This is an optimization exercise on Yosys and OpenROAD, whose aim is small area, a short achievable clock period and few clock cycles per item, not a production implementation. Function was checked by simulation only, so behaviour that the tests miss may differ from the original.

==> inputs of job 3990 <==
Design amf_rx, start of the top module:
module amf_rx (
    input  wire        clk,
    input  wire        rst,
    input  wire        in_valid,
    output wire        in_ready,
    input  wire [31:0] sample,
    output reg         frm_valid,
    output wire [63:0] frm_payload,
    output reg         frm_crc_ok
);
    assign in_ready = 1'b1;
    reg        m_valid;
    reg [25:0] m_x2;             
    reg [7:0]  m_er;             
    wire [25:0] x2_next;
    wire [7:0]  er_next;
    mul03_pre u_pre (.x(sample[30:0]), .mx2(x2_next), .er(er_next));
    always @(posedge clk) begin
        m_valid <= in_valid & ~rst;
        m_x2    <= x2_next;
        m_er    <= er_next;
    end
    reg        t_valid;
    reg [7:0]  t_e;
    reg [23:0] t_m;
    wire [7:0]  te_next;
    wire [23:0] tm_next;
    mul03 u_new (.mx2(m_x2), .er(m_er), .e(te_next), .m(tm_next));
    always @(posedge clk) begin
        t_valid <= m_valid & ~rst;
        t_e     <= te_next;
        t_m     <= tm_next;
    end
    reg  [30:0] smoothed;
    reg         smoothed_h;      
    wire        smoothed_h_next;
    reg  [4:0]  decim_count;
    reg         fwd_valid;
    wire [30:0] smoothed_next;
  ...
==> flow/config.mk <==
export PLATFORM = sky130hd
export DESIGN_NAME = amf_rx
export DESIGN_NICKNAME = amf_rx
export VERILOG_FILES = /design/flow/design.v
export SDC_FILE = /design/flow/constraint.sdc
export NUM_CORES = 4
export LEC_CHECK = 0
export ABC_AREA = 1
export CAP_MARGIN = 20
export CORE_MARGIN = 2
export CORE_UTILIZATION = 40
export SLEW_MARGIN = 20
==> flow/constraint.sdc <==
create_clock -name core_clock -period 35.0 [get_ports {clk}]
set_input_delay 7.0000 -clock core_clock [delete_from_list [all_inputs] [get_ports {clk}]]
set_output_delay 7.0000 -clock core_clock [all_outputs]
set_load 0.01 [all_outputs]
standard.sh (not shown) runs the stock make flow with config.mk's settings and CLKGATE_MAP_FILE= SYNTH_SCRIPT=/design/flow/synth_recipe.tcl, a recipe that flattens the netlist after the stock synthesis.
==> flow/flow/run.sh <==
#!/bin/bash
# The standard layout, with two changes to how it is made:
#  - Yosys's synth runs without its early ABC pass (SYNTH_ARGS=-noabc), so
#    that the full adders are found before the logic is remapped and do not
#    need inverters around them; the final ABC mapping is unchanged;
#  - repair_timing is asked for extra setup slack so that the gates on the
#    filter loop are sized for speed.
# The SDC (clock period, I/O delays) is the standard flow's own and is not touched.
set -euo pipefail
export SETUP_SLACK_MARGIN=25.5
export MAKEFLAGS="SYNTH_ARGS=-noabc"
bash standard.sh > standard.log 2>&1
==> job 9829: changes against job 3990 <==
--- a/flow/flow/run.sh
+++ b/flow/flow/run.sh
@@ -9,3 +9,3 @@
 set -euo pipefail
-export SETUP_SLACK_MARGIN=25.5
+export SETUP_SLACK_MARGIN=26
 export MAKEFLAGS="SYNTH_ARGS=-noabc"
CORE_UTILIZATION = 30   (was 40)
==> job 7571: changes against job 3990 <==
==> flow/flow/run.sh (replaced) <==
#!/bin/bash
# The standard layout, with repair_timing asked for extra setup slack so
# that the gates on the filter loop are sized for speed.  The SDC (clock
# period, I/O delays) is the standard flow's own and is not touched.
set -euo pipefail
export SETUP_SLACK_MARGIN=27
bash standard.sh > standard.log 2>&1
==> qor summary <==
item                                                                   job 7571        job 9829        job 3990
Critical path data required time                                       35.50 ns        35.51 ns        35.49 ns
Final layout net count                                                     6289            5667            5626
Instance count of the mapped netlist                                       5392            5030            5030
Well Taps                                                                  1165            1512            1144
Vias per Instance                                                         5.334           5.043           5.384
Met2 Usage GRT                                                           0.4464          0.3001          0.4020
Maximum number of pins on one net before global-route repair                 89              83              83
Core area                                                             88240 µm²      114000 µm²       85150 µm²
Final non-clock buffer share                                            0.09096         0.04193         0.03441
Count of distinct cell types in the synthesized netlist                      75              78              78
Clock-pin slew on the worst setup and hold paths                        0.07 ns         0.07 ns         0.06 ns
Number of cells after detailed placement                                   6516            6513            6145
Wire length of the first global-routing pass                          190300 µm       173200 µm       171700 µm
Mux cell area share after synthesis                                    0.001127        0.002328        0.002328
Sequential element share of the synthesized area                         0.1606          0.1659          0.1659
Xor and xnor area share after synthesis                                 0.05832         0.05901         0.05901
Post-synthesis area per instance                                      6.589 µm²       6.838 µm²       6.838 µm²
Adder and majority gate portion of the synthesized area                  0.2247          0.2388          0.2388
Max-Slew Margin vs Limit                                                 0.3243          0.3431          0.3986
Run status                                                       finished clean  finished clean  finished clean
Clock latency reported for the late side of the worst-skew pair         0.61 ns         0.61 ns         0.59 ns
Multi-input combinational cell area                                   29820 µm²       26680 µm²       26070 µm²
Number of rows in the core area                                             109             124             107
Routed WL                                                             126100 µm       111400 µm       108600 µm
Testbench counts of job 3990, summed over its fixed seeds: cycles 882,746, items 882,746.
Testbench counts of job 9829, summed over its fixed seeds: cycles 882,746, items 882,746.
Testbench counts of job 7571, summed over its fixed seeds: cycles 882,746, items 882,746.

[re-timing with driven ports]
The flow's constraints put no driver on any port. The routed layouts listed below were extracted and timed again, unchanged, in two steps.
Step 1 assumes that a clkbuf_16 drives the clock port and a buf_2 every other input.
Step 2 moves the port delays by t, midway between the first and last clock arrival at a register: inputs arrive t later, outputs are due t later. That takes back most of the time a late clock gives input paths.
Slacks: ideal / step 1 / step 2; pairs: ideal / step 1.
| run | t, ns | setup slack, ns | worst slew at a driven data input, ns | cell pins on the clock port's net |
|---|---|---|---|---|
| job 3990 | 0.640 | 25.853 / 25.887 / 25.247 | 0.06 | 1 |
| job 9829 | 0.659 | 26.108 / 26.138 / 25.479 | 0.08 | 1 |
| job 7571 | 0.660 | 26.627 / 26.651 / 25.991 | 0.07 | 1 |
After both steps setup and hold are still met in every run listed. For job 7571, which loses most, drivers alone change the setup slack by +0.024 ns; drivers and shift together by -0.636 ns.
